This is an optimization exercise on Yosys and OpenROAD, whose aim is small area, a short achievable clock period and few clock cycles per item, not a production implementation. Function was checked by simulation only, so behaviour that the tests miss may differ from the original. No activity file was given, so power comes from the tool's default toggle rates.

==> flow/flow/run.sh <==
#!/bin/bash
# Standard layout, with the port buffers made of the smallest buffer cell.
set -euo pipefail
bash standard.sh 'BUFFER_PORTS_ARGS=-buffer_cell sky130_fd_sc_hd__buf_1' finish > orfs_make.log 2>&1
==> flow/standard.sh <==
#!/bin/bash
# synth_recipe.tcl (not shown) runs the flow's synth.tcl, then flattens the netlist and writes it again
# the make line also repeats each setting of config.mk as NAME=value (left out here)
make -C /OpenROAD-flow-scripts/flow DESIGN_CONFIG=/design/flow/config.mk WORK_HOME=/design/flow/orfs CLKGATE_MAP_FILE= SYNTH_SCRIPT=/design/flow/synth_recipe.tcl "${@:-finish}"
==> flow/config.mk <==
export PLATFORM = sky130hd
export DESIGN_NAME = ad5934_ctrl
export DESIGN_NICKNAME = ad5934_ctrl
export VERILOG_FILES = /design/flow/design.v
export SDC_FILE = /design/flow/constraint.sdc
export NUM_CORES = 4
export LEC_CHECK = 0
export CAP_MARGIN = 20
export CORE_MARGIN = 2
export CORE_UTILIZATION = 60
export CTS_CLUSTER_DIAMETER = 100
export CTS_CLUSTER_SIZE = 20
export PLACE_DENSITY = 0.72
export SETUP_SLACK_MARGIN = 4.65
export SLEW_MARGIN = 20
==> flow/constraint.sdc <==
create_clock -name core_clock -period 8.0 [get_ports {clk}]
set_input_delay 1.6000 -clock core_clock [delete_from_list [all_inputs] [get_ports {clk}]]
set_output_delay 1.6000 -clock core_clock [all_outputs]
set_load 0.01 [all_outputs]
==> flow/design.v <==
module ad5934_freq_encoder (
    input  wire [33:0] rem,          
    input  wire        nbit,         
    input  wire [33:0] sum,          
    output wire [33:0] xop,          
    output wire        add_clk,      
    output wire        qbit
);
    assign xop     = {rem[32:0], nbit};
    assign add_clk = rem[33];
    assign qbit    = ~sum[33];
endmodule
module ad5934_ctrl (
    input  wire         clk,
    input  wire         rst,           
    input  wire         cmd_valid,
    output wire         cmd_ready,
    input  wire [167:0] cmd,
    output reg          rsp_valid,
    output wire [209:0] rsp,
    output wire         bus_req,
    output wire         bus_we,
    output wire [7:0]   bus_addr,
    output wire [7:0]   bus_wdata,
    input  wire         bus_ack,
    input  wire [7:0]   bus_rdata,
    input  wire         bus_err,
    input  wire [31:0]  poll_budget
);
    localparam [2:0] CTL_IDLE     = 3'd0,
                     CTL_STANDBY  = 3'd1,
                     CTL_INITED   = 3'd2,
                     CTL_SWEEPING = 3'd3,
                     CTL_COMPLETE = 3'd4,
                     CTL_FAULTED  = 3'd5;
    reg        rdy;                  
    reg [2:0]  ctl;
    reg        configured;
    reg        rs_ill;               
    reg        rs_ber;               
    reg        rs_flt;               
    reg        rs_emp;               
    reg        rs_enc;               
    reg        rs_f0, rs_f1, rs_f2;  
    reg        rs_c1, rs_c2;         
    reg        rs_cfg;               
    reg        rs_rmw;               
    reg        rs_rep, rs_inc, rs_cmp;   
    reg        r_sv, r_pv;           
    reg        breq, bwe;
    reg [4:0]  baddr;                
    reg [7:0]  bwdata;
    reg [7:0]  op;
    reg        is_enc, is_cfg, is_poll, is_stby, is_pd, is_init, is_strt;
    reg [33:0] S;                    
    reg [23:0] Q;                    
    reg [31:0] Creg;                 
    reg        fA;                   
    reg        chk1, chk2, chk3, ovb, ovfA, ovfB;
    reg        dv_run, dv_sec, pend, cfg_ok, cmp_pend, add_re, add_im;
    reg [4:0]  dv_cnt;
    reg        tof, to_r;
    reg        x_S, x_fp1, y_Cn, y_Cp, y_sx, a_cin;
    reg        it0b;                 
    reg [24:0] p_start, p_inc;
    reg [8:0]  p_ninc;
    reg [15:0] p_rep;
    reg [8:0]  idx;                  
    reg [15:0] cnt;                  
    reg [31:0] sum_re;               
    reg [31:0] sum_im;               
    reg [31:0] fp1;                  
    reg [33:0] pf;                   
    wire [7:0] cop = cmd[7:0];
    wire       ctl_is = (ctl == CTL_IDLE) || (ctl == CTL_STANDBY);
    reg        c_legal, c_bus, c_div;
    always @(*) begin
        c_bus = 1'b0;
        c_div = 1'b0;
        case (cop)
            8'h01: begin c_legal = 1'b1; c_div = 1'b1; end
            8'h02: begin c_legal = ctl_is; c_div = 1'b1; end
            8'h03, 8'h04, 8'h05: begin c_legal = ctl_is; c_bus = 1'b1; end
            8'h10: begin c_legal = 1'b1; c_bus = 1'b1; end
            8'h11: begin c_legal = (ctl != CTL_FAULTED); c_bus = 1'b1; end
            8'h12: begin c_legal = (ctl == CTL_STANDBY) && configured; c_bus = 1'b1; end
            8'h13: begin c_legal = (ctl == CTL_INITED); c_bus = 1'b1; end
            8'h20: begin c_legal = (ctl == CTL_SWEEPING); c_bus = 1'b1; end
            default: c_legal = 1'b0;
        endcase
    end
    wire        accept = rdy && cmd_valid;
    wire [31:0] c_clk  = cmd[1] ? cmd[103:72] : cmd[71:40];    
    wire [31:0] c_creg = cmd[5] ? poll_budget : c_clk;             
    wire ack  = breq && bus_ack;
    wire okk  = ack && !bus_err;
    wire berr = ack && bus_err;
    wire a_st   = (baddr == 5'h0F);      
    wire a_smp  = baddr[4];              
    wire a_rmw  = (baddr[4:1] == 4'd0);  
    wire p_more  = (cnt != 16'd1);
    wire p_last  = (idx == p_ninc);
    wire p_done  = Q[10];                
    wire p_inc_d = !p_more && !p_done && !p_last;
    wire p_cmp_d = !p_more && p_done && p_last;
    wire p_flt_d = !p_more && (p_done ^ p_last);
    reg [7:0] rmw_mask, rmw_or;
    always @(*) begin
        rmw_mask = 8'h07;
        case (op)
            8'h03: begin rmw_mask = 8'hF9; rmw_or = {5'd0, S[7:6], 1'b0}; end    
            8'h04: begin rmw_mask = 8'hFE; rmw_or = {7'd0, S[6]}; end
            8'h05: begin rmw_mask = 8'hF7; rmw_or = {4'd0, S[6], 3'd0}; end
            8'h10: rmw_or = 8'hB0;
            8'h11: rmw_or = 8'hA0;
            8'h12: rmw_or = 8'h10;
            8'h13: rmw_or = 8'h20;
            default: rmw_or = p_inc_d ? 8'h30 : 8'h40;
        endcase
    end
    wire [4:0] nb      = baddr + 5'd1;
    wire       fixed   = (baddr[3:0] >= 4'd7);
    wire       c_last  = (baddr[3:0] == 4'hB);
    wire       take    = cfg_ok && (!breq || okk) && !c_last && (fixed || pend);
    wire       bus_idle_cfg = cfg_ok && !breq;
    reg  [7:0] fixbyte;
    always @(*) begin
        case (nb[1:0])
            2'd0: fixbyte = {7'd0, idx[8]};
            2'd1: fixbyte = idx[7:0];
            2'd2: fixbyte = {4'd0, sum_im[11:8]};
            default: fixbyte = sum_im[7:0];
        endcase
    end
    wire dv_go   = dv_run && !chk1 && !ovb && !it0b && (!pend || bus_idle_cfg);
    wire dv_step = dv_go && (dv_cnt != 5'd24);
    wire dv_rein = dv_go && (dv_cnt == 5'd24) && !dv_sec;
    wire c_clr  = rs_rmw && (is_stby || is_pd || is_init);
    wire c_fz   = rs_rmw && is_strt;
    wire c_finc = rs_emp && !to_r;
    wire        q;
    wire [33:0] xop;
    wire        add_clk;
    wire [33:0] ax = ({34{x_S}} & xop)
                   | ({34{ovb}} & {2'b00, pf[24:0], Creg[31:25]})
                   | ({34{x_fp1}} & {2'b00, fp1})
                   | ({34{add_re}} & {2'b00, sum_re})
                   | ({34{add_im}} & {2'b00, sum_im})
                   | ({34{rs_inc}} & pf);
    wire [33:0] ay = ({34{y_Cn}} & {2'b11, ~Creg})
                   | ({34{y_Cp}} & {2'b00, Creg})
                   | ({34{y_sx}} & {{18{Creg[31]}}, Creg[31:16]})
                   | ({34{rs_inc}} & {9'd0, p_inc});
    wire [34:0] as_c = {ax, a_cin} + {ay, a_cin};
    wire [33:0] as   = as_c[34:1];             
    ad5934_freq_encoder u_enc (.rem(S), .nbit(Q[23]), .sum(as),
                               .xop(xop), .add_clk(add_clk), .qbit(q));
    wire e_ill = accept && !c_legal;
    wire e_emp = okk && tof && !bus_rdata[1];
    wire e_flt = okk && a_smp && (baddr[1:0] == 2'd3) && p_flt_d;
    wire e_cfg = okk && is_cfg && c_last;
    wire e_wr  = okk && bwe && !is_cfg;           
    wire e_enc = dv_step && is_enc && (dv_cnt == 5'd23);
    wire e_fa  = chk2 && is_enc && ovfA;
    wire c_bad = chk3 && (ovfA || ovfB || (sum_im[11:10] == 2'b10) || (cnt == 16'd0));
    wire dv_run_n = dv_run && !berr && !(e_fa || c_bad) && !rsp_valid;
    wire tof_n    = tof && !ack && !rsp_valid;
    wire dv_run_d = !rst && (accept ? (c_legal && c_div) : dv_run_n);
    wire tof_d    = !rst && (accept ? cmd[5] : tof_n);
    wire ovb_d    = !rst && chk1 && is_cfg;
    wire add_re_d = !rst && okk && a_smp && (baddr[1:0] == 2'd1);
    wire add_im_d = !rst && okk && a_smp && (baddr[1:0] == 2'd3);
    wire to_r_d   = tof ? !as[33] : to_r;     
    wire finc_d   = !rst && e_emp && !to_r_d;
    wire x_S_n    = dv_run_n && !ovb_d;
    wire x_S_d    = !rst && (accept ? !cmd[5] : x_S_n);
    wire s_step   = chk1 || it0b || dv_step;
    wire t_d      = s_step ? as[33] : (dv_rein ? 1'b0 : add_clk);    
    wire y_Cp_d   = !rst && !accept && x_S_n && t_d;
    wire y_Cn_d   = !rst && (accept || (x_S_n && !t_d) || ovb_d || tof_n);
    always @(posedge clk) begin
        rsp_valid <= e_ill || berr || e_emp || e_flt || e_cfg || e_wr || e_enc || e_fa
                     || c_bad || cmp_pend;
        rs_ill <= e_ill;
        rs_ber <= berr;
        rs_flt <= e_flt;
        rs_emp <= e_emp;
        rs_enc <= e_enc;
        rs_f0  <= e_fa;
        rs_f1  <= c_bad && ovfA;
        rs_f2  <= c_bad && !ovfA && ovfB;
        rs_c1  <= c_bad && !ovfA && !ovfB && (sum_im[11:10] == 2'b10);
        rs_c2  <= c_bad && !ovfA && !ovfB && (sum_im[11:10] != 2'b10);
        rs_cfg <= e_cfg;
        rs_rmw <= e_wr && !is_poll;
        rs_rep <= e_wr && is_poll && !p_inc_d;
        rs_inc <= e_wr && is_poll && p_inc_d;
        rs_cmp <= cmp_pend;
        r_sv   <= (e_wr && is_poll) || cmp_pend;
        r_pv   <= (e_wr && is_poll && p_inc_d) || cmp_pend;
        add_re   <= add_re_d;
        add_im   <= add_im_d;
        chk1     <= 1'b0;
        chk2     <= chk1;
        chk3     <= chk2 && is_cfg;
        ovb      <= ovb_d;
        dv_run   <= dv_run_d;
        tof      <= tof_d;
        to_r     <= to_r_d;
        x_S      <= x_S_d;
        x_fp1    <= tof_d || finc_d;
        y_Cn     <= y_Cn_d;
        y_Cp     <= y_Cp_d;
        y_sx     <= add_re_d || add_im_d;
        a_cin    <= y_Cn_d || finc_d;
        it0b     <= dv_rein && !rst;
        cmp_pend <= 1'b0;
        fA <= |cmd[39:33];
        if (chk1)
            ovfA <= fA || q;
        if (ovb)
            ovfB <= pf[25] || q;
        if (rdy) begin
            op      <= cop;
            is_enc  <= (cop == 8'h01);
            is_cfg  <= (cop == 8'h02);
            is_poll <= (cop == 8'h20);
            is_stby <= (cop == 8'h10);
            is_pd   <= (cop == 8'h11);
            is_init <= (cop == 8'h12);
            is_strt <= (cop == 8'h13);
            S      <= {3'b000, cmd[32:8], c_clk[31:26]};
            Q      <= c_clk[25:2];
            Creg   <= c_creg;
            bwe    <= 1'b0;
            baddr  <= cmd[5] ? 5'h0F : {4'd0, (cmd[2:0] == 3'd5) || ((cmd[2:0] == 3'd2) && !cmd[4])};
            dv_cnt <= 5'd0;
            dv_sec <= 1'b0;
            pend   <= 1'b0;
            cfg_ok <= 1'b0;
            if (ctl_is) begin
                sum_re[24:0] <= cmd[32:8];
                pf[25:0]     <= {|cmd[71:65], cmd[64:40]};
                idx          <= cmd[112:104];
                sum_im[11:0] <= cmd[124:113];
                cnt          <= cmd[151:136];
            end
        end
        if (accept) begin
            rdy    <= 1'b0;
            breq   <= c_legal && c_bus;
            chk1   <= c_legal && c_div;
        end
        if (rsp_valid) begin
            rdy    <= 1'b1;
            if (rs_emp && to_r)
                ctl <= CTL_FAULTED;
            if (c_clr || rs_inc || rs_cmp || rs_rep || c_fz)
                fp1 <= 32'd1;
            if (c_finc)
                fp1 <= as[31:0];
            if (c_clr || rs_inc || rs_cmp) begin
                cnt    <= p_rep;
                sum_re <= 32'd0;
                sum_im <= 32'd0;
            end
            if (rs_rep)
                cnt <= cnt - 16'd1;
            if (c_clr) begin
                idx <= 9'd0;
                pf  <= {9'd0, p_start};
            end
            if (rs_inc) begin
                idx <= idx + 9'd1;
                pf  <= as;
            end
            if (rs_cfg) begin
                p_start <= sum_re[24:0];
                p_inc   <= pf[24:0];
                p_ninc  <= idx;
                p_rep   <= cnt;
            end
        end
        if (add_re) begin
            sum_re     <= as[31:0];
            Creg[15:0] <= Creg[31:16];
        end
        if (add_im)
            sum_im <= as[31:0];
        if (chk1 || it0b) begin
            S <= as;
            Q <= {Q[22:0], Creg[1]};
        end
        if (chk3 && !c_bad)
            cfg_ok <= 1'b1;
        if (dv_step) begin
            S      <= as;
            Q      <= {Q[22:0], q};
            dv_cnt <= dv_cnt + 5'd1;
            if (dv_cnt[2:0] == 3'd7 && is_cfg)
                pend <= 1'b1;
        end
        if (dv_rein) begin
            S      <= {3'b000, pf[24:0], Creg[31:26]};
            Q      <= Creg[25:2];
            dv_cnt <= 5'd0;
            dv_sec <= 1'b1;
        end
        if (take) begin
            breq   <= 1'b1;
            bwe    <= 1'b1;
            baddr  <= nb;
            bwdata <= fixed ? fixbyte : Q[7:0];
            if (!fixed)
                pend <= 1'b0;
        end
        if (breq && a_st)
            Q[15:8] <= bus_rdata;
        if (breq && a_smp) begin
            if (baddr[0])
                Creg[23:16] <= bus_rdata;
            else
                Creg[31:24] <= bus_rdata;
        end
        if (breq && !bwe && a_rmw)
            bwdata <= (bus_rdata & rmw_mask) | rmw_or;
        if (cmp_pend)
            ctl <= CTL_COMPLETE;
        if (okk) begin
            if (is_cfg) begin
                if (c_last) begin
                    breq       <= 1'b0;
                    configured <= 1'b1;
                end else if (!take) begin
                    breq <= 1'b0;
                end
            end else if (a_st) begin
                if (bus_rdata[1])
                    baddr <= 5'h14;
                else
                    breq <= 1'b0;
            end else if (a_smp) begin
                baddr <= nb;
                if (baddr[1:0] == 2'd3) begin
                    if (p_cmp_d) begin
                        breq     <= 1'b0;
                        cmp_pend <= 1'b1;
                    end else if (p_flt_d) begin
                        breq <= 1'b0;
                        ctl  <= CTL_FAULTED;
                    end else begin
                        baddr <= 5'h00;
                    end
                end
            end else if (!bwe) begin
                bwe <= 1'b1;
            end else begin
                breq <= 1'b0;
                if (is_stby) ctl <= CTL_STANDBY;
                if (is_pd)   ctl <= CTL_IDLE;
                if (is_init) ctl <= CTL_INITED;
                if (is_strt) ctl <= CTL_SWEEPING;
            end
        end
        if (berr) begin
            breq   <= 1'b0;
            cfg_ok <= 1'b0;
            ctl    <= CTL_FAULTED;
            if (is_cfg) configured <= 1'b0;
        end
        if (rst) begin
            rdy        <= 1'b1;
            rsp_valid  <= 1'b0;
            breq       <= 1'b0;
            ctl        <= CTL_IDLE;
            configured <= 1'b0;
            chk1       <= 1'b0;
            chk2       <= 1'b0;
            chk3       <= 1'b0;
            pend       <= 1'b0;
            cfg_ok     <= 1'b0;
            cmp_pend   <= 1'b0;
            rs_ill <= 1'b0; rs_ber <= 1'b0; rs_flt <= 1'b0; rs_emp <= 1'b0;
            rs_enc <= 1'b0; rs_f0  <= 1'b0; rs_f1  <= 1'b0; rs_f2  <= 1'b0;
            rs_c1  <= 1'b0; rs_c2  <= 1'b0; rs_cfg <= 1'b0; rs_rmw <= 1'b0;
            rs_rep <= 1'b0; rs_inc <= 1'b0; rs_cmp <= 1'b0;
        end
    end
    assign cmd_ready = rdy;
    assign bus_req   = breq;
    assign bus_we    = bwe;
    assign bus_addr  = {3'b100, baddr};
    assign bus_wdata = bwdata;
    wire to_rsp = rs_emp && to_r;
    wire [15:0] info = rs_ill ? {5'd0, ctl, op} :
                       rs_ber ? {7'd0, bwe, 3'b100, baddr} :
                       rs_flt ? {8'h02, Q[15:8]} :
                                {14'd0, rs_f2 || rs_c2, rs_f1 || rs_c1};
    assign rsp[0]       = rs_ill || rs_ber || rs_flt || to_rsp;
    assign rsp[1]       = rs_f0 || rs_f1 || rs_f2 || to_rsp;
    assign rsp[2]       = rs_ill || rs_c1 || rs_c2;
    assign rsp[5:3]     = to_rsp ? CTL_FAULTED : ctl;
    assign rsp[6]       = r_sv;
    assign rsp[7]       = r_pv;
    assign rsp[23:8]    = info;
    assign rsp[47:24]   = rs_enc ? Q : 24'd0;
    assign rsp[79:48]   = r_sv ? Creg : 32'd0;
    assign rsp[88:80]   = r_pv ? idx : 9'd0;
    assign rsp[129:89]  = r_pv ? {7'd0, pf} : 41'd0;
    assign rsp[161:130] = r_pv ? sum_re : 32'd0;
    assign rsp[193:162] = r_pv ? sum_im : 32'd0;
    assign rsp[209:194] = r_pv ? p_rep : 16'd0;
endmodule
==> results of run 1 <==
-- logic make-up after synthesis --
logic type	after synthesis
adders and majority gates	47
and+or+nand+nor	878
xor gates and xnor gates	51
DFF	401
buffers and inverters	232
muxes	151
AOI/OAI and AO/OA	704
other	2
-- layer usage --
layer	global-route usage	wire length (um)	up-vias
li1	-	-	9774
met3	0.116	12700	385
met4	0.274	6550	0
met1	0.579	33200	10779
met5	0	0	-
met2	0.663	40000	1816
-- synth_stat cells, drive strengths merged, types with 15 or more instances --
cell	count
a211oi	19
a21o	25
a21oi	142
a22oi	139
and2	208
and3	22
buf	37
clkbuf	155
dfxtp	162
edfxtp	239
ha	46
inv	34
mux2	18
mux2i	133
nand2	269
nand2b	18
nand3	66
nor2	155
nor3	30
nor3b	15
nor4	18
o21a	19
o21ai	127
o22ai	84
o2bb2ai	18
xnor2	24
xor2	27
-- final timing paths --
path	depth (start not counted)	slack (ns)	startpoint	endpoint
max	5	4.66	Q[8]$_DFFE_PP_	rsp[8]
min	2	0.46	S[33]$_SDFFE_PP0P_	S[33]$_SDFFE_PP0P_
max reg2reg	14	4.66	rs_inc$_SDFF_PP0_	pf[30]$_SDFFCE_PN0P_
min reg2reg	2	0.46	S[33]$_SDFFE_PP0P_	S[33]$_SDFFE_PP0P_
-- placed cells by master (no fill, tap or decap), types with 12 or more instances in the layout --
| cell | synthesis | layout |
|---|---|---|
| clkbuf_16 | 0 | 26 |
| inv_1 | 34 | 33 |
| and3_1 | 22 | 22 |
| nor3_1 | 30 | 26 |
| dfxtp_2 | 0 | 16 |
| nor4_1 | 18 | 16 |
| xor2_1 | 27 | 21 |
| a32oi_1 | 12 | 12 |
| buf_1 | 15 | 398 |
| edfxtp_1 | 239 | 239 |
| nor2_1 | 155 | 151 |
| nand3_1 | 66 | 60 |
| ha_4 | 0 | 13 |
| nor2b_1 | 13 | 12 |
| nand2b_1 | 18 | 18 |
| a21oi_1 | 142 | 135 |
| nor3b_1 | 15 | 15 |
| a22oi_1 | 139 | 132 |
| buf_4 | 18 | 71 |
| nand2_1 | 269 | 263 |
| ha_1 | 46 | 25 |
| xnor2_1 | 24 | 14 |
| o21a_1 | 19 | 19 |
| mux2i_1 | 133 | 129 |
| o22ai_1 | 84 | 84 |
| conb_1 | 2 | 15 |
| nand4_1 | 14 | 14 |
| a21o_1 | 25 | 25 |
| o21ai_0 | 126 | 112 |
| mux2_2 | 18 | 18 |
| a211oi_1 | 19 | 17 |
| and2_1 | 208 | 205 |
| o2bb2ai_1 | 18 | 17 |
| clkbuf_1 | 155 | 18 |
| dfxtp_1 | 162 | 135 |
-- flip-flops by register name, summed over array words and instances, names as in the netlist, 3 cells and up, named ones only --
name	count
ctl	3
Creg	32
sum_im	32
baddr	4
pf	34
dv_cnt	5
op	8
sum_re	32
p_rep	16
fp1	32
S	34
p_inc	25
Q	24
bwdata	8
p_ninc	9
cnt	16
idx	9
p_start	25
-- repair_timing --
action	in CTS	in global routing
endpoints found under the hold margin	0	0
pin swaps	10	24
gates resized for setup	84	105
buffers inserted	25	31
cloned	1	1
endpoints found under the setup margin	352	170
hold buffers	0	0
-- final cells by class --
| cell class | instances | area, um^2 | area share |
|---|---|---|---|
| multi-input cells | 1846 | 12400 | 0.462 |
| well taps | 511 | 639 | 0.0238 |
| clock inverters | 1 | 20.0 | 0.000745 |
| clock buffers | 43 | 693 | 0.0258 |
| repair buffers | 495 | 2470 | 0.0919 |
| flip-flops and latches | 401 | 10500 | 0.390 |
| inverters | 40 | 150 | 0.00558 |
| diodes | 3 | 7.51 | 0.000279 |
-- metrics by stage --
step	utilization	area (um^2)	hold slack [ns]
global placement	0.655	24700	0.431
global route	0.712	26900	0.498
floorplan	-	23100	0.419
CTS	0.691	26100	0.449
detailed placement	0.655	24700	0.436
finish	0.712	26900	0.460
-- critical path, cell delays in order, from the launching register on --
cell      delay [ns]
edfxtp_1        0.55
a21oi_2         0.09
nor2_1          0.13
a211oi_2        0.05
a21oi_1         0.16
buf_1           0.17
-- power by group through the flow --
stage / logic (mW) / registers [mW] / clock network [mW]
after floorplan: 0.421 / 2.47 / 0
after global placement: 0.597 / 2.61 / 0
after detailed placement: 0.612 / 2.61 / 0
after CTS: 0.640 / 2.56 / 1.31
after global routing: 0.736 / 2.59 / 1.38
final: 0.697 / 2.59 / 1.33
==> flow_summary.toml, run 1 <==
[status]
status = "finished clean"

[worst_setup_path]
critPathArrivalTime_ns = 1.74
end_kind = "output pin"
cp.required_ns = 6.40
critical_path.max_fanout = 3
startpoint_type = "register"
critPathKind = "reg -> out"

[pwr]
power_mw = 4.61
p_leak_nw = 10.5
internal_power_mw = 3.20
peakVddDrop_v = 0.000181
pwr-share-comb = 0.151
seqPwrFrac = 0.561
p_sw_frac = 0.307
power_density_nw_per_um2 = 172
p_clk_frac = 0.288
p_switching_mw = 1.42

[timing]
worstMarginPinSlew_ns = 1.23
finalCriticalPeriod_ns = 3.34
drv_slew = 0
tns_ns = 0
finalSetupViolations = 0
period_share = 0.418
hold_violations = 0
setup_slack_ns = 4.66
finClkSkew_ns = 0.0348
slew_headroom = 0.177
rsz0062_at_grt = "yes"
clock.fmax_mhz = 299

[drt]
drc_errors = 0
routedWlPerCell_um = 27.7
wl_mm = 92.4
drtIter0Drc = 3031
vias = 22754
dr.pass1.iters = 7
ant_nets = 0
via_per_inst = 6.81

[cts]
numCtsBuffers = 24
clock-sinks = 401
cts.root.buffer_cell = "clkbuf_16"
htreeDepth = 1
clkTransAtPathRegs_ns = 0.09
clk_latency_ns = 0.59
cts_buffer_depth = 3
cts_tree = "yes"

[yosys]
synth_edf_count = 239
synth_compound_area_frac = 0.202
synth_fa_ha_area_frac = 0.0259
syn_area_um2 = 23000
synth.avg_cell_area_um2 = 9.33
synth_seq_area_share = 0.453
synth_top_area_frac = 0.312
synth-xor-area-share = 0.0194
synth_cells = 2466
synth_top_family_by_area = "compound AO/OA/AOI/OAI gates"
yosysTopAreaCell = "edfxtp_1"
synth_mux_area_frac = 0.0667
async_flop_share = 0
yosys.area_share.simple = 0.192
ys_ff_latch = 401
yosysWarningCount = 1
ys.flop_type = "edfxtp_1"
synthTopCellsByArea = "edfxtp_1, dfxtp_1, mux2i_1, and2_1, a22oi_1"
ys_types = 75

[die]
rows = 71
die_w_um = 200
die_area_um2 = 39900
start_util = 0.609
coreArea_um2 = 37800
io_pins = 443
fp.dieH_um = 200

[final_layout]
drive_gt1_frac = 0.104
fillers = 3035
area_growth_pct = 16.9
final_cells = 3340
nets = 3068

[run]
cap_violations = 0

[placed_design]
dp.cells = 3235
io_buffers = 400
gp_congestion = 1.02
dp_slack_ns = 3.39
place_hpwl_mm = 62.8

[global_route]
antenna_found_initial = 3
grt_pass1_wl_mm = 130
grt_overflow_total = 0
grt_pass1_vias = 20830
grt_use_total = 0.444
grt_max_degree = 63

[min_path]
hold_class = "reg -> reg"
Testbench counts, summed over its fixed seeds: cycles 52,357, commands 4,800.
==> inputs of run 2 (changes only) <==
--- a/flow/config.mk
+++ b/flow/config.mk
@@ -13,3 +13,3 @@
 export PLACE_DENSITY = 0.72
-export SETUP_SLACK_MARGIN = 4.65
+export SETUP_SLACK_MARGIN = 4.75
 export SLEW_MARGIN = 20
==> flow_summary.toml, run 2 <==
[yosys]
synth_top_area_frac = 0.312
ys_ff_latch = 401
synth.avg_cell_area_um2 = 9.33
yosysTopAreaCell = "edfxtp_1"
synthTopCellsByArea = "edfxtp_1, dfxtp_1, mux2i_1, and2_1, a22oi_1"
synth_most_common_cell = "nand2_1"
synth_seq_area_share = 0.453
syn_area_um2 = 23000
synth_edf_count = 239
ys_types = 75
async_flop_share = 0
yosysWarningCount = 1
ys.flop_type = "edfxtp_1"
synth_cells = 2466
synth_common_cells = "nand2_1, edfxtp_1, and2_1, dfxtp_1"

[die]
fp.dieH_um = 200
start_util = 0.609
die_w_um = 200
rows = 71
io_pins = 443
die_area_um2 = 39900
coreArea_um2 = 37800

[timing]
finalSetupViolations = 0
finalCriticalPeriod_ns = 3.47
hold_violations = 0
tns_ns = 0
period_share = 0.434
drv_slew = 0
worstMarginPinSlew_ns = 1.12
clock.fmax_mhz = 288
rsz0062_at_grt = "yes"
setup_slack_ns = 4.53
finClkSkew_ns = 0.0511
slew_headroom = 0.251
whs_ns = 0.471

[drt]
drtIter0Drc = 3202
ant_nets = 0
wl_mm = 99.6
via_per_inst = 6.95
vias = 23396
routedWlPerCell_um = 29.6
drc_errors = 0
dr.pass1.iters = 6

[worst_setup_path]
critical_path.max_fanout = 17
cp.required_ns = 8.34
startpoint_type = "register"
critPathKind = "reg -> reg"
end_kind = "register"
critPathArrivalTime_ns = 3.81

[cts]
clkTransAtPathRegs_ns = 0.11
numCtsBuffers = 24
htreeDepth = 1
clk_latency_ns = 0.61
clock-sinks = 401
cts.hold.buffers_added = 0
cts_tree = "yes"
cts_buffer_depth = 3
cts.root.buffer_cell = "clkbuf_16"

[run]
cap_violations = 0

[final_layout]
finalCoreUtilization = 0.744
layout_commonest_cell = "buf_1"
final_cell_mix = "buf_1, nand2_1, edfxtp_1"
drive_gt1_frac = 0.151
area_growth_pct = 22.0
final_cell_area_um2 = 28100
largestRegisters = "S: 34 flops, pf: 34 flops"
nets = 3099

[global_route]
grt_overflow_total = 0
grt_pass1_wl_mm = 134
grt_max_degree = 76
grt_use_total = 0.458
use_met2 = 0.683
grt_pass1_vias = 20897
met1_usage = 0.595
grt_most_used_layer = "met2"
met3_usage = 0.117
antenna_found_initial = 3

[placed_design]
io_buffers = 400
place_hpwl_mm = 63.6
dp_slack_ns = 3.52
gp_congestion = 1.01
postPlaceCellArea_um2 = 24700

[pwr]
peakVddDrop_v = 0.000217
power_density_nw_per_um2 = 166
p_leak_nw = 10.8

[status]
status = "finished clean"

[min_path]
hold_class = "reg -> reg"
[run 2: worst paths after layout]
kind / from / endpoint / slack (ns) / cells after the start
setup / recovery: x_S$_DFF_P_ / pf[32]$_SDFFCE_PN0P_ / 4.53 / 13
hold / removal: S[32]$_SDFFE_PP0P_ / S[32]$_SDFFE_PP0P_ / 0.47 / 2
setup reg to reg: x_S$_DFF_P_ / pf[32]$_SDFFCE_PN0P_ / 4.53 / 13
hold reg to reg: S[32]$_SDFFE_PP0P_ / S[32]$_SDFFE_PP0P_ / 0.47 / 2
[run 2: logic make-up (layout without fill, tap and decap cells)]
family,Yosys count,count (layout),share of synthesized area
compound gates,704,704,0.202
xor+xnor,51,51,0.0194
fa+ha+maj,47,47,0.0259
buf+inv,232,608,0.0410
flops,401,401,0.453
mux,151,151,0.0667
other cells,2,17,0.000326
simple gates,878,878,0.192
[run 2: through the flow]
step,std cells,power (mW)
global placement,3233,3.21
global route,3367,4.75
CTS,3307,4.53
floorplan,2479,2.89
finish,3368,4.67
detailed placement,3233,3.23
[run 2: routing by layer]
layer | vias up | share of wire
met3 | 516 | 0.14
met2 | 2045 | 0.42
li1 | 9813 | -
met1 | 11020 | 0.35
met4 | 2 | 0.086
met5 | - | 0.00010
[run 2: layout make-up]
type / instances / area [um^2]
Fill cell: 2718 / 9680
Timing Repair Buffer: 526 / 2950
Antenna cell: 2 / 5.00
Clock inverter: 1 / 20.0
Sequential cell: 401 / 10500
Tap cell: 511 / 639
Clock buffer: 41 / 686
Inverter: 40 / 150
Multi-Input combinational cell: 1846 / 13100
[run 2: worst max-delay path, cell delays in order, from the launching register on]
cell	delay, ns
dfxtp_4	0.36
buf_4	0.15
clkbuf_16	0.21
a22oi_1	0.25
nand3_1	0.32
ha_4	0.35
a21o_1	0.18
a21o_1	0.18
a21o_1	0.22
a211o_1	0.27
a21o_1	0.18
a221o_1	0.32
xnor2_2	0.15
nor2_1	0.06
[run 2: power by group]
part | internal, mW | leakage (nW) | switching (mW)
clock network | 0.592 | 0.337 | 0.736
registers | 2.33 | 3.80 | 0.268
logic | 0.295 | 6.70 | 0.456
total | 3.21 | 10.8 | 1.46
[run 2: repair_timing]
action / 4_1_cts / 5_1_grt
gates resized for setup: 152 / 192
endpoints found under the setup margin: 400 / 158
gates cloned: 2 / 11
pin swaps: 23 / 85
buffers inserted: 30 / 48
==> inputs of run 3 (changes only) <==
--- a/flow/config.mk
+++ b/flow/config.mk
@@ -12,4 +12,4 @@
 export CTS_CLUSTER_SIZE = 20
-export PLACE_DENSITY = 0.72
-export SETUP_SLACK_MARGIN = 4.75
+export PLACE_DENSITY = 0.65
+export SETUP_SLACK_MARGIN = 4.4
 export SLEW_MARGIN = 20
==> flow_summary.toml, run 3 <==
[status]
status = "finished clean"

[yosys]
ys_types = 75
ys_ff_latch = 401
synth_compound_area_frac = 0.202
synth_seq_area_share = 0.453
yosysTopAreaCell = "edfxtp_1"
synth_mux_area_frac = 0.0667
synth_fa_ha_area_frac = 0.0259
synthTopCellsByArea = "edfxtp_1, dfxtp_1, mux2i_1, and2_1, a22oi_1"
yosys.area_share.simple = 0.192
synth_edf_count = 239
ys.flop_type = "edfxtp_1"
yosysWarningCount = 1
syn_area_um2 = 23000
synth_top_family_by_area = "compound AO/OA/AOI/OAI gates"
synth_cells = 2466
async_flop_share = 0
synth_most_common_cell = "nand2_1"
synth-xor-area-share = 0.0194
synth_top_area_frac = 0.312
synth.avg_cell_area_um2 = 9.33
synth_common_cells = "nand2_1, edfxtp_1, and2_1, dfxtp_1"

[cts]
htreeDepth = 1
numCtsBuffers = 24
clk_latency_ns = 0.58
cts_buffer_depth = 3
clock-sinks = 401
cts_tree = "yes"
cts.root.buffer_cell = "clkbuf_16"
clkTransAtPathRegs_ns = 0.09

[die]
coreArea_um2 = 37800
io_pins = 443
rows = 71
die_w_um = 200
fp.dieH_um = 200
start_util = 0.609
die_area_um2 = 39900

[min_path]
hold-path-cell-count = 2
hold_class = "reg -> reg"
min_from = "S[33]$_SDFFE_PP0P_"
min_to = "S[33]$_SDFFE_PP0P_"

[timing]
period_share = 0.447
hold_violations = 0
worstMarginPinSlew_ns = 1.02
setup_slack_ns = 4.43
drv_slew = 0
tns_ns = 0
whs_ns = 0.453
finalCriticalPeriod_ns = 3.57
finClkSkew_ns = 0.0204
clock.fmax_mhz = 280
slew_headroom = 0.321
rsz0062_at_grt = "no"
finalSetupViolations = 0

[drt]
via_per_inst = 6.86
drtIter0Drc = 2860
vias = 22682
wl_mm = 92.7
ant_nets = 0
drc_errors = 0
routedWlPerCell_um = 28.0
dr.pass1.iters = 6

[final_layout]
nets = 3034
final_cells = 3305
final_cell_mix = "buf_1, nand2_1, edfxtp_1"
area_growth_pct = 13.6
fillers = 3101
finalCoreUtilization = 0.692
multi_input_area_um2 = 12000
register_area_um2 = 10500
final_cell_area_um2 = 26100
largestRegisters = "S: 34 flops, pf: 34 flops"
layout_commonest_cell = "buf_1"
drive_gt1_frac = 0.0691

[worst_setup_path]
startpoint_type = "register"
reg2reg_depth = 12
r2r-start = "Creg[17]$_DFF_P_"
cp.required_ns = 8.32
rrSetupSlack_ns = 4.43
slowest_stage = "dfxtp_1"
critPathMaxStageDelay_ns = 0.66
r2r-end = "S[30]$_DFFE_PP_"
critical_path.max_fanout = 6
crit_chain = "mux2i_1 -> nand3_1 -> ha_1 -> inv_1 -> nor4_2 -> o2111a_1 -> nand2_1 -> o211ai_1 -> a311oi_1 -> xor2_1 -> buf_4 -> o21ai_0"
critPathKind = "reg -> reg"
critPathArrivalTime_ns = 3.90
end_kind = "register"

[global_route]
grt_pass1_vias = 20542
grt_use_total = 0.445
grt_pass1_wl_mm = 130
grt_max_degree = 76
grt_overflow_total = 0
antenna_found_initial = 2

[pwr]
p_leak_nw = 10.2
power_mw = 4.58
peakVddDrop_v = 0.000162
power_density_nw_per_um2 = 175

[placed_design]
dp.cells = 3237
place_hpwl_mm = 63.4
postPlaceCellArea_um2 = 24700
gp_congestion = 1.05
io_buffers = 400
dp_slack_ns = 3.53

[run]
cap_violations = 0
==> run 3: cell types whose count changed in the layout (fill, tap and decap cells not counted), sizes merged <==
cell,delta
buf,-54
clkbuf,-10
clkinv,+1
==> run 3: worst max-delay path: cells and delay by family (launching register included) <==
kind,cells,cell delay [ns]
buffers and inverters,2,0.29
multiplexers,1,0.33
XOR/XNOR,1,0.18
adder cells (fa/ha/maj),1,0.36
flip-flops,1,0.66
AND/OR/NAND/NOR,3,0.59
AO/OA/AOI/OAI,4,0.90
==> run 3: timing repair <==
item	in CTS	in global routing
pin swaps	4	7
setup endpoints to repair	270	171
gates cloned	0	1
setup buffers	7	12
hold buffers	0	0
resized for setup	33	58
==> run 3: layout make-up <==
cell class / instances / area share
clock buffers: 42 / 0.0272
inverters: 40 / 0.00584
clock inverters: 2 / 0.000670
well taps: 511 / 0.0245
flip-flops and latches: 401 / 0.400
repair buffers: 461 / 0.0822
diodes: 2 / 0.000192
multi-input cells: 1846 / 0.459
==> run 3: how the worst max path moves through the flow <==
stage                      start                    to  slack [ns]
3_5_place_dp   rs_inc$_SDFF_PP0_       S[22]$_DFFE_PP_        3.53
6_report        Creg[17]$_DFF_P_       S[30]$_DFFE_PP_        4.43
2_1_floorplan  rs_inc$_SDFF_PP0_       S[22]$_DFFE_PP_        4.43
5_1_grt        rs_inc$_SDFF_PP0_       S[30]$_DFFE_PP_        4.30
4_1_cts        rs_inc$_SDFF_PP0_  pf[33]$_SDFFCE_PN0P_        4.39
3_3_place_gp   rs_inc$_SDFF_PP0_       S[22]$_DFFE_PP_        3.51
==> run 3: power by group <==
part	leakage [nW]	total [mW]	switching [mW]	internal [mW]
clock	0.348	1.33	0.723	0.612
sequential	3.79	2.59	0.268	2.33
combinational	6.08	0.655	0.406	0.249
total	10.2	4.58	1.40	3.19
==> run 3: logic make-up after synthesis <==
group	Yosys count
AND/OR/NAND/NOR	878
AO/OA/AOI/OAI	704
flip-flops	401
buffers and inverters	232
multiplexers	151
XOR/XNOR	51
adder cells (fa/ha/maj)	47
other	2
==> run 3: routing by layer <==
layer,track usage,share of wire,vias up
met5,0,0,-
met4,0.276,0.074,0
met3,0.102,0.14,405
met2,0.675,0.43,1819
met1,0.580,0.35,10765
li1,-,-,9693
==> inputs of run 4 (changes only) <==
--- a/flow/config.mk
+++ b/flow/config.mk
@@ -9,7 +9,7 @@
 export CORE_MARGIN = 2
-export CORE_UTILIZATION = 60
+export CORE_UTILIZATION = 66
 export CTS_CLUSTER_DIAMETER = 100
 export CTS_CLUSTER_SIZE = 20
-export PLACE_DENSITY = 0.65
-export SETUP_SLACK_MARGIN = 4.4
+export PLACE_DENSITY = 0.78
+export SETUP_SLACK_MARGIN = 4.5
 export SLEW_MARGIN = 20
==> flow_summary.toml, run 4 <==
[cts]
cts_buffer_depth = 3
cts.hold.buffers_added = 0
clkTransAtPathRegs_ns = 0.09
clk_latency_ns = 0.58
clock-sinks = 401
cts.root.buffer_cell = "clkbuf_16"
numCtsBuffers = 24
cts_tree = "yes"
htreeDepth = 1

[timing]
whs_ns = 0.459
finClkSkew_ns = 0.0357
clock.fmax_mhz = 286
slew_headroom = 0.204
rsz0062_at_grt = "yes"
finalCriticalPeriod_ns = 3.49
drv_slew = 0
tns_ns = 0
finalSetupViolations = 0
setup_slack_ns = 4.51
hold_violations = 0
period_share = 0.437
worstMarginPinSlew_ns = 1.19

[yosys]
synth_common_cells = "nand2_1, edfxtp_1, and2_1, dfxtp_1"
synthTopCellsByArea = "edfxtp_1, dfxtp_1, mux2i_1, and2_1, a22oi_1"
async_flop_share = 0
synth_top_area_frac = 0.312
ys_types = 75
synth_edf_count = 239
synth.avg_cell_area_um2 = 9.33
yosysTopAreaCell = "edfxtp_1"
syn_area_um2 = 23000
ys.flop_type = "edfxtp_1"
synth_most_common_cell = "nand2_1"
synth_cells = 2466
synth_seq_area_share = 0.453
ys_ff_latch = 401
yosysWarningCount = 1

[final_layout]
final_cells = 3255
layout_commonest_cell = "buf_1"
largestRegisters = "S: 34 flops, pf: 34 flops"
register_area_um2 = 10500
fillers = 2468
finalCoreUtilization = 0.761
final_cell_area_um2 = 26200
nets = 3035
area_growth_pct = 13.9
final_cell_mix = "buf_1, nand2_1, edfxtp_1"
drive_gt1_frac = 0.0766
multi_input_area_um2 = 12100

[pwr]
peakVddDrop_v = 0.000207
power_mw = 4.60
p_leak_nw = 10.3
power_density_nw_per_um2 = 176

[drt]
ant_nets = 0
wl_mm = 92.8
routedWlPerCell_um = 28.5
vias = 23471
via_per_inst = 7.21
drtIter0Drc = 3798
dr.pass1.iters = 9
drc_errors = 0

[worst_setup_path]
critical_path.max_fanout = 11
critPathKind = "reg -> reg"
cp.required_ns = 8.33
startpoint_type = "register"
critPathArrivalTime_ns = 3.82
end_kind = "register"
r2r-start = "rs_inc$_SDFF_PP0_"
cp-startpoint = "rs_inc$_SDFF_PP0_"

[die]
coreArea_um2 = 34500
die_area_um2 = 36400
start_util = 0.668
die_w_um = 191
io_pins = 443
rows = 68
fp.dieH_um = 191

[global_route]
grt_pass1_vias = 21473
grt_pass1_wl_mm = 133
grt_max_degree = 76
antenna_found_initial = 4
grt_use_total = 0.490
grt_overflow_total = 0

[placed_design]
io_buffers = 400
dp_slack_ns = 3.64
postPlaceCellArea_um2 = 24600
dp.cells = 3176
place_hpwl_mm = 62.6
gp_congestion = 1.03

[run]
cap_violations = 0

[status]
status = "finished clean"

[min_path]
hold_class = "reg -> reg"
min_from = "S[32]$_SDFFE_PP0P_"
run 4: layout make-up:
| type | count | share of cell area |
|---|---|---|
| multi-input combinational | 1846 | 0.462 |
| timing repair buffer | 462 | 0.0833 |
| clock buffer | 43 | 0.0265 |
| tap | 455 | 0.0217 |
| antenna | 7 | 0.000668 |
| inverter | 40 | 0.00578 |
| sequential | 401 | 0.399 |
| clock inverter | 1 | 0.000764 |
run 4: kinds of logic (layout without fill, tap and decap cells):
group                      count (synthesis)  in the layout  synth area share
xor gates and xnor gates                  51             51            0.0194
adders and majority gates                 47             47            0.0259
buffers and inverters                    232            546            0.0410
and+or+nand+nor                          878            878             0.192
DFF                                      401            401             0.453
muxes                                    151            151            0.0667
AOI/OAI and AO/OA                        704            704             0.202
other                                      2             22          0.000326
run 4: timing repair:
action	CTS	global route
hold endpoints to repair	0	0
gates resized for setup	41	78
gates cloned	0	0
endpoints found under the setup margin	354	171
pin swaps	3	11
buffers inserted	9	19
run 4: worst max-delay path: stages (launching register included):
cell      delay, ns
dfxtp_4        0.45
buf_6          0.20
a22oi_1        0.18
nand2_1        0.15
ha_1           0.38
and2_2         0.26
a21boi_0       0.15
o21ai_1        0.26
nand3_2        0.25
o31ai_2        0.28
o21ai_0        0.16
xor2_1         0.18
buf_4          0.17
a21o_1         0.17
run 4: path summary, 6_finish.rpt:
path | slack (ns) | to | cells past startpoint
setup / recovery | 4.51 | S[29]$_DFFE_PP_ | 13
hold reg to reg | 0.46 | S[32]$_SDFFE_PP0P_ | 2
setup reg to reg | 4.51 | S[29]$_DFFE_PP_ | 13
hold / removal | 0.46 | S[32]$_SDFFE_PP0P_ | 2
run 4: per-layer routing:
layer | vias to the layer above | GRT usage | wire (um)
li1 | 9714 | - | -
met4 | 2 | 0.336 | 7970
met2 | 2269 | 0.737 | 40000
met3 | 534 | 0.126 | 13700
met5 | - | 0 | 18
met1 | 10952 | 0.623 | 31100
run 4: report_power, final:
part	switching [mW]	internal (mW)
logic	0.424	0.258
clock network	0.733	0.597
registers	0.266	2.33
total	1.42	3.18
==> inputs of run 5 (changes only) <==
--- a/flow/design.v
+++ b/flow/design.v
@@ -63,3 +63,2 @@
     reg        x_S, x_fp1, y_Cn, y_Cp, y_sx, a_cin;
-    reg        it0b;                 
     reg [24:0] p_start, p_inc;
@@ -134,3 +133,3 @@
     end
-    wire dv_go   = dv_run && !chk1 && !ovb && !it0b && (!pend || bus_idle_cfg);
+    wire dv_go   = dv_run && !chk1 && !ovb && (!pend || bus_idle_cfg);
     wire dv_step = dv_go && (dv_cnt != 5'd24);
@@ -176,4 +175,4 @@
     wire x_S_d    = !rst && (accept ? !cmd[5] : x_S_n);
-    wire s_step   = chk1 || it0b || dv_step;
-    wire t_d      = s_step ? as[33] : (dv_rein ? 1'b0 : add_clk);    
+    wire s_step   = chk1 || dv_step;
+    wire t_d      = s_step ? as[33] : (dv_rein || add_clk);    
     wire y_Cp_d   = !rst && !accept && x_S_n && t_d;
@@ -215,3 +214,2 @@
         a_cin    <= y_Cn_d || finc_d;
-        it0b     <= dv_rein && !rst;
         cmp_pend <= 1'b0;
@@ -220,4 +218,6 @@
             ovfA <= fA || q;
-        if (ovb)
+        if (ovb) begin
             ovfB <= pf[25] || q;
+            fp1  <= as[31:0];
+        end
         if (rdy) begin
@@ -289,3 +289,3 @@
             sum_im <= as[31:0];
-        if (chk1 || it0b) begin
+        if (chk1) begin
             S <= as;
@@ -303,4 +303,4 @@
         if (dv_rein) begin
-            S      <= {3'b000, pf[24:0], Creg[31:26]};
-            Q      <= Creg[25:2];
+            S      <= {2'b11, fp1};
+            Q      <= Creg[24:1];
             dv_cnt <= 5'd0;
--- a/flow/config.mk
+++ b/flow/config.mk
@@ -9,6 +9,4 @@
 export CORE_MARGIN = 2
-export CORE_UTILIZATION = 66
-export CTS_CLUSTER_DIAMETER = 100
-export CTS_CLUSTER_SIZE = 20
-export PLACE_DENSITY = 0.78
+export CORE_UTILIZATION = 50
+export PLACE_DENSITY = 0.65
 export SETUP_SLACK_MARGIN = 4.5
==> flow_summary.toml, run 5 <==
[status]
status = "finished clean"

[yosys]
ys_ff_latch = 400
synthTopCellsByArea = "edfxtp_1, dfxtp_1, mux2i_1, and2_1, nand2_1"
yosysWarningCount = 1
yosysTopAreaCell = "edfxtp_1"
ys_types = 83
synth_seq_area_share = 0.437
synth_most_common_cell = "nand2_1"
synth_top_area_frac = 0.271
async_flop_share = 0
synth_cells = 2540
ys.flop_type = "edfxtp_1"
synth_edf_count = 208
syn_area_um2 = 23100
synth.avg_cell_area_um2 = 9.08
synth_common_cells = "nand2_1, and2_1, edfxtp_1, dfxtp_1, nor2_1"

[worst_setup_path]
r2r-start = "rs_inc$_SDFF_PP0_"
reg2reg_depth = 16
cp-startpoint = "rs_inc$_SDFF_PP0_"
cpMostUsedCell = "buf_4"
critical_path.max_fanout = 37
critPathMaxStageDelay_ns = 0.39
critPathKind = "reg -> reg"
slowest_stage = "dfxtp_4"
end_kind = "register"
startpoint_type = "register"
crit_chain = "buf_12 -> a22oi_1 -> nand3_2 -> ha_4 -> a21oi_4 -> o211ai_1 -> a221oi_2 -> buf_4 -> nand2_4 -> o22ai_4 -> o21ai_4 -> buf_6 -> buf_4 -> a2111o_1 -> a41o_1 -> o21bai_1"
cp.required_ns = 8.46
critPathArrivalTime_ns = 3.99

[cts]
clock-sinks = 400
cts_tree = "yes"
clk_latency_ns = 0.59
numCtsBuffers = 44
cts_buffer_depth = 3
cts.root.buffer_cell = "clkbuf_16"
clkTransAtPathRegs_ns = 0.06
htreeDepth = 2
cts.hold.buffers_added = 0

[pwr]
pwr-share-comb = 0.136
seqPwrFrac = 0.480
p_clk_frac = 0.384
p_switching_mw = 1.61
power_density_nw_per_um2 = 192
p_sw_frac = 0.298
power_mw = 5.39
peakVddDrop_v = 0.000180
internal_power_mw = 3.78
p_leak_nw = 11.1

[die]
die_w_um = 219
die_area_um2 = 47900
rows = 78
coreArea_um2 = 45500
io_pins = 443
fp.dieH_um = 219
start_util = 0.507

[drt]
vias = 22847
drc_errors = 0
via_per_inst = 6.48
wl_mm = 101
dr.pass1.iters = 6
drtIter0Drc = 2739
routedWlPerCell_um = 28.6
ant_nets = 0

[final_layout]
nets = 3152
fillers = 4010
layout_commonest_cell = "buf_1"
largestRegisters = "S: 34 flops, pf: 34 flops"
drive_gt1_frac = 0.123
area_growth_pct = 21.6
final_cells = 3527
final_cell_area_um2 = 28100
final_cell_mix = "buf_1, nand2_1, and2_1"

[timing]
tns_ns = 0
hold_violations = 0
drv_slew = 0
finalCriticalPeriod_ns = 3.53
clock.fmax_mhz = 283
worstMarginPinSlew_ns = 1.04
rsz0062_at_grt = "yes"
setup_slack_ns = 4.47
finalSetupViolations = 0
period_share = 0.441
finClkSkew_ns = 0.0187
slew_headroom = 0.302

[placed_design]
postPlaceCellArea_um2 = 24800
place_hpwl_mm = 68.6
gp_congestion = 0.975
io_buffers = 400
dp.cells = 3389
dp_slack_ns = 3.25

[global_route]
grt_overflow_total = 0
grt_pass1_wl_mm = 140
grt_use_total = 0.401
grt_pass1_vias = 21144
grt_max_degree = 77
antenna_found_initial = 5

[run]
cap_violations = 0

[min_path]
hold_class = "reg -> reg"
min_from = "fp1[23]$_DFF_P_"
hold-path-cell-count = 2
run 5: cell count changes after synthesis, sizes merged, moves of 25 or more:
cell    before  now
o22ai       84   38
o21ai      127  175
a22oi      139  114
edfxtp     239  208
dfxtp      162  192
mux2i      133  166
a22o         5   32
run 5: final timing paths:
check                                       end  slack, ns
worst max-delay path              a_cin$_DFF_P_       4.47
worst min-delay path            fp1[23]$_DFF_P_       0.48
worst max register to register    a_cin$_DFF_P_       4.47
worst min register to register  fp1[23]$_DFF_P_       0.48
run 5: final cells by class:
type	count	area, um^2	area share
Antenna cell	1	2.50	0.0000892
Tap cell	600	751	0.0268
Inverter	35	136	0.00486
Multi-Input combinational cell	1925	13100	0.467
Timing Repair Buffer	486	2490	0.0887
Clock inverter	21	164	0.00584
Clock buffer	59	1270	0.0453
Sequential cell	400	10100	0.361
run 5: through the flow:
step	util	hold slack (ns)
floorplan	-	0.415
CTS	0.596	0.475
global placement	0.546	0.461
finish	0.617	0.477
global route	0.617	0.509
detailed placement	0.546	0.466
run 5: timing repair:
item / 4_1_cts / 5_1_grt
endpoints found under the setup margin: 300 / 104
pin swaps: 22 / 50
resized for setup: 109 / 132
setup buffers: 24 / 24
cloned: 4 / 5
run 5: cell families (layout without fill, tap and decap cells):
logic type                 after synthesis  after routing  synth area share
buffers and inverters                  231            601            0.0413
xor gates and xnor gates                58             59            0.0223
and+or+nand+nor                        928            930             0.199
other                                    2             16          0.000326
adders and majority gates               47             47            0.0258
muxes                                  189            189            0.0832
DFF                                    400            400             0.437
AOI/OAI and AO/OA                      685            685             0.191
run 5: critical path, delay by kind of cell, from the launching register on:
family,cells,cell delay [ns]
flops,1,0.39
simple gates,2,0.23
buf+inv,4,0.61
compound gates,9,1.84
fa+ha+maj,1,0.32
run 5: per-layer routing:
metal | GRT usage | vias up | wire [um]
li1 | - | 9917 | -
met2 | 0.621 | 1507 | 44800
met1 | 0.532 | 11080 | 39200
met4 | 0.212 | 4 | 6210
met3 | 0.0771 | 339 | 10800
met5 | 0 | - | 23
run 5: power by group through the flow:
stage | registers [mW] | logic, mW | clock network (mW)
after floorplan | 2.45 | 0.437 | 0
after global placement | 2.60 | 0.638 | 0
after detailed placement | 2.60 | 0.651 | 0
after CTS | 2.56 | 0.679 | 2.07
after global routing | 2.58 | 0.782 | 2.14
final | 2.58 | 0.734 | 2.07
Testbench counts of run 5, summed over its fixed seeds: cycles 52,207, commands 4,800.
==> inputs of run 6 (changes only) <==
--- a/flow/config.mk
+++ b/flow/config.mk
@@ -9,4 +9,5 @@
 export CORE_MARGIN = 2
-export CORE_UTILIZATION = 50
-export PLACE_DENSITY = 0.65
+export CORE_UTILIZATION = 60
+export CTS_CLUSTER_SIZE = 20
+export PLACE_DENSITY = 0.72
 export SETUP_SLACK_MARGIN = 4.5
==> flow_summary.toml, run 6 <==
[cts]
numCtsBuffers = 43
clk_latency_ns = 0.60
htreeDepth = 2
cts.root.buffer_cell = "clkbuf_16"
clock-sinks = 400
cts.hold.buffers_added = 0
clkTransAtPathRegs_ns = 0.06
cts_buffer_depth = 3
cts_tree = "yes"

[yosys]
synth_edf_count = 208
synthTopCellsByArea = "edfxtp_1, dfxtp_1, mux2i_1, and2_1, nand2_1"
synth_seq_area_share = 0.437
syn_area_um2 = 23100
synth_most_common_cell = "nand2_1"
ys_types = 83
ys.flop_type = "edfxtp_1"
synth_top_area_frac = 0.271
synth_common_cells = "nand2_1, and2_1, edfxtp_1, dfxtp_1, nor2_1"
ys_ff_latch = 400
yosysWarningCount = 1
synth.avg_cell_area_um2 = 9.08
async_flop_share = 0
yosysTopAreaCell = "edfxtp_1"
synth_cells = 2540

[pwr]
p_leak_nw = 11.0
p_sw_frac = 0.296
p_clk_frac = 0.380
internal_power_mw = 3.73
p_switching_mw = 1.57
peakVddDrop_v = 0.000167
pwr-share-comb = 0.133
power_density_nw_per_um2 = 193
power_mw = 5.30
seqPwrFrac = 0.488

[status]
status = "finished clean"

[worst_setup_path]
end_kind = "register"
startpoint_type = "register"
cp.required_ns = 8.34
critical_path.max_fanout = 7
rrSetupSlack_ns = 4.45
r2r-end = "Q[0]$_DFFE_PP_"
r2r-start = "rs_inc$_SDFF_PP0_"
critPathKind = "reg -> reg"
reg2reg_depth = 13
critPathArrivalTime_ns = 3.89

[drt]
drtIter0Drc = 3274
vias = 23231
via_per_inst = 6.78
drc_errors = 0
dr.pass1.iters = 8
routedWlPerCell_um = 28.2
wl_mm = 96.7
ant_nets = 0

[die]
die_area_um2 = 40000
io_pins = 443
coreArea_um2 = 37800
rows = 71
fp.dieH_um = 200
die_w_um = 200
start_util = 0.611

[final_layout]
final_cell_area_um2 = 27500
final_cell_mix = "buf_1, nand2_1, and2_1"
final_cells = 3427
largestRegisters = "S: 34 flops, pf: 34 flops"
drive_gt1_frac = 0.106
area_growth_pct = 19.2
nets = 3138
layout_commonest_cell = "buf_1"

[timing]
period_share = 0.444
clock.fmax_mhz = 281
drv_slew = 0
finClkSkew_ns = 0.0255
finalCriticalPeriod_ns = 3.55
tns_ns = 0
finalSetupViolations = 0
setup_slack_ns = 4.45
worstMarginPinSlew_ns = 1.22
rsz0062_at_grt = "yes"
slew_headroom = 0.189
hold_violations = 0

[min_path]
min_from = "fp1[23]$_DFF_P_"
min_to = "fp1[23]$_DFF_P_"
hold_class = "reg -> reg"
hold-path-cell-count = 2

[global_route]
grt_pass1_wl_mm = 134
grt_pass1_vias = 20794
antenna_found_initial = 3
grt_max_degree = 77
grt_overflow_total = 0
grt_use_total = 0.462

[placed_design]
postPlaceCellArea_um2 = 24700
place_hpwl_mm = 63.8
dp_slack_ns = 3.37
gp_congestion = 1.00
dp.cells = 3295
io_buffers = 400

[run]
cap_violations = 0
[run 6: cell type report]
type | count | area, um^2
multi-input cells | 1924 | 12800
fillers | 2881 | 10300
flip-flops and latches | 400 | 10100
repair buffers | 474 | 2370
clock buffers | 61 | 1240
well taps | 511 | 639
clock inverters | 19 | 156
inverters | 35 | 136
diodes | 3 | 7.51
[run 6: layer usage]
layer	share of wire	GRT usage
met1	0.35	0.580
met2	0.43	0.695
met4	0.077	0.293
met3	0.14	0.141
met5	0.00032	0
[run 6: power by group through the flow]
stage / clock network (mW) / registers (mW) / logic, mW
2_1_floorplan: 0 / 2.45 / 0.437
3_3_place_gp: 0 / 2.59 / 0.612
3_5_place_dp: 0 / 2.60 / 0.628
4_1_cts: 2.00 / 2.56 / 0.650
5_1_grt: 2.08 / 2.58 / 0.750
6_report: 2.01 / 2.59 / 0.704
[run 6: kinds of logic after synthesis]
logic type               Yosys count  share of synthesized area
AND/OR/NAND/NOR                  928                      0.199
AO/OA/AOI/OAI                    685                      0.191
flip-flops                       400                      0.437
buffers and inverters            231                     0.0413
multiplexers                     189                     0.0832
XOR/XNOR                          58                     0.0223
adder cells (fa/ha/maj)           47                     0.0258
other                              2                   0.000326
[run 6: how the worst max path moves through the flow]
| stage | cells past startpoint | slack, ns | startpoint | endpoint |
|---|---|---|---|---|
| 2_1_floorplan | 10 | 4.37 | cmd[2] | breq$_SDFF_PP0_ |
| 3_3_place_gp | 13 | 3.39 | rs_inc$_SDFF_PP0_ | S[23]$_DFFE_PP_ |
| 3_5_place_dp | 13 | 3.37 | rs_inc$_SDFF_PP0_ | S[23]$_DFFE_PP_ |
| 4_1_cts | 13 | 4.49 | rs_inc$_SDFF_PP0_ | Q[0]$_DFFE_PP_ |
| 5_1_grt | 13 | 4.32 | rs_inc$_SDFF_PP0_ | Q[0]$_DFFE_PP_ |
| 6_report | 13 | 4.45 | rs_inc$_SDFF_PP0_ | Q[0]$_DFFE_PP_ |
[run 6: worst max-delay path: stages, from the launching register on]
cell and delay, ns:
dfxtp_4 0.43, buf_12 0.18, a22oi_2 0.23, nand3_2 0.15, ha_4 0.30, nand4_1 0.10, or3_4 0.39, or3b_4 0.43
nand2_4 0.09, o22ai_4 0.09, o21ai_4 0.23, a31oi_4 0.16, xnor2_4 0.22, o221a_1 0.30
[run 6: per-stage QoR]
step / util / hold WS [ns]
finish: 0.728 / 0.490
global placement: 0.654 / 0.452
global route: 0.728 / 0.518
floorplan: - / 0.415
CTS: 0.709 / 0.478
detailed placement: 0.654 / 0.468
[run 6: timing repair]
item,in CTS,in global routing
resized for setup,86,88
setup buffers,15,26
pin swaps,7,39
endpoints found under the setup margin,293,114
cloned,3,4
endpoints found under the hold margin,0,0

## port drivers added, routing unchanged
No port has a modelled driver above. Below, the same layouts with a new extraction and two added sets of constraints.
Step 1 sets driving cells, clkbuf_16 on the clock port and buf_2 on the other inputs (assumed; they add their load-dependent delay and slew).
Step 2 times the ports against the registers' clock, not the clock port: input delays grow and output delays shrink by t, the midpoint of the rising clock arrivals with the driver on.
a / b / c = ideal ports / drivers / drivers and shift; a / b = the first two.
run | shift t [ns] | slack for setup (ns) | cell pins on the clock port's net
run 1 | 0.636 | 4.658 / 4.599 / 4.142 | 1
run 2 | 0.637 | 4.527 / 4.527 / 4.233 | 1
run 3 | 0.628 | 4.426 / 4.424 / 3.945 | 1
run 4 | 0.615 | 4.505 / 4.481 / 4.144 | 1
run 5 | 0.644 | 4.469 / 4.462 / 3.921 | 1
run 6 | 0.653 | 4.447 / 4.412 / 3.960 | 1
After both steps every run listed still meets setup and hold. The setup slack of run 5, which loses most, moves by -0.007 ns with the drivers and by -0.548 ns with both steps.
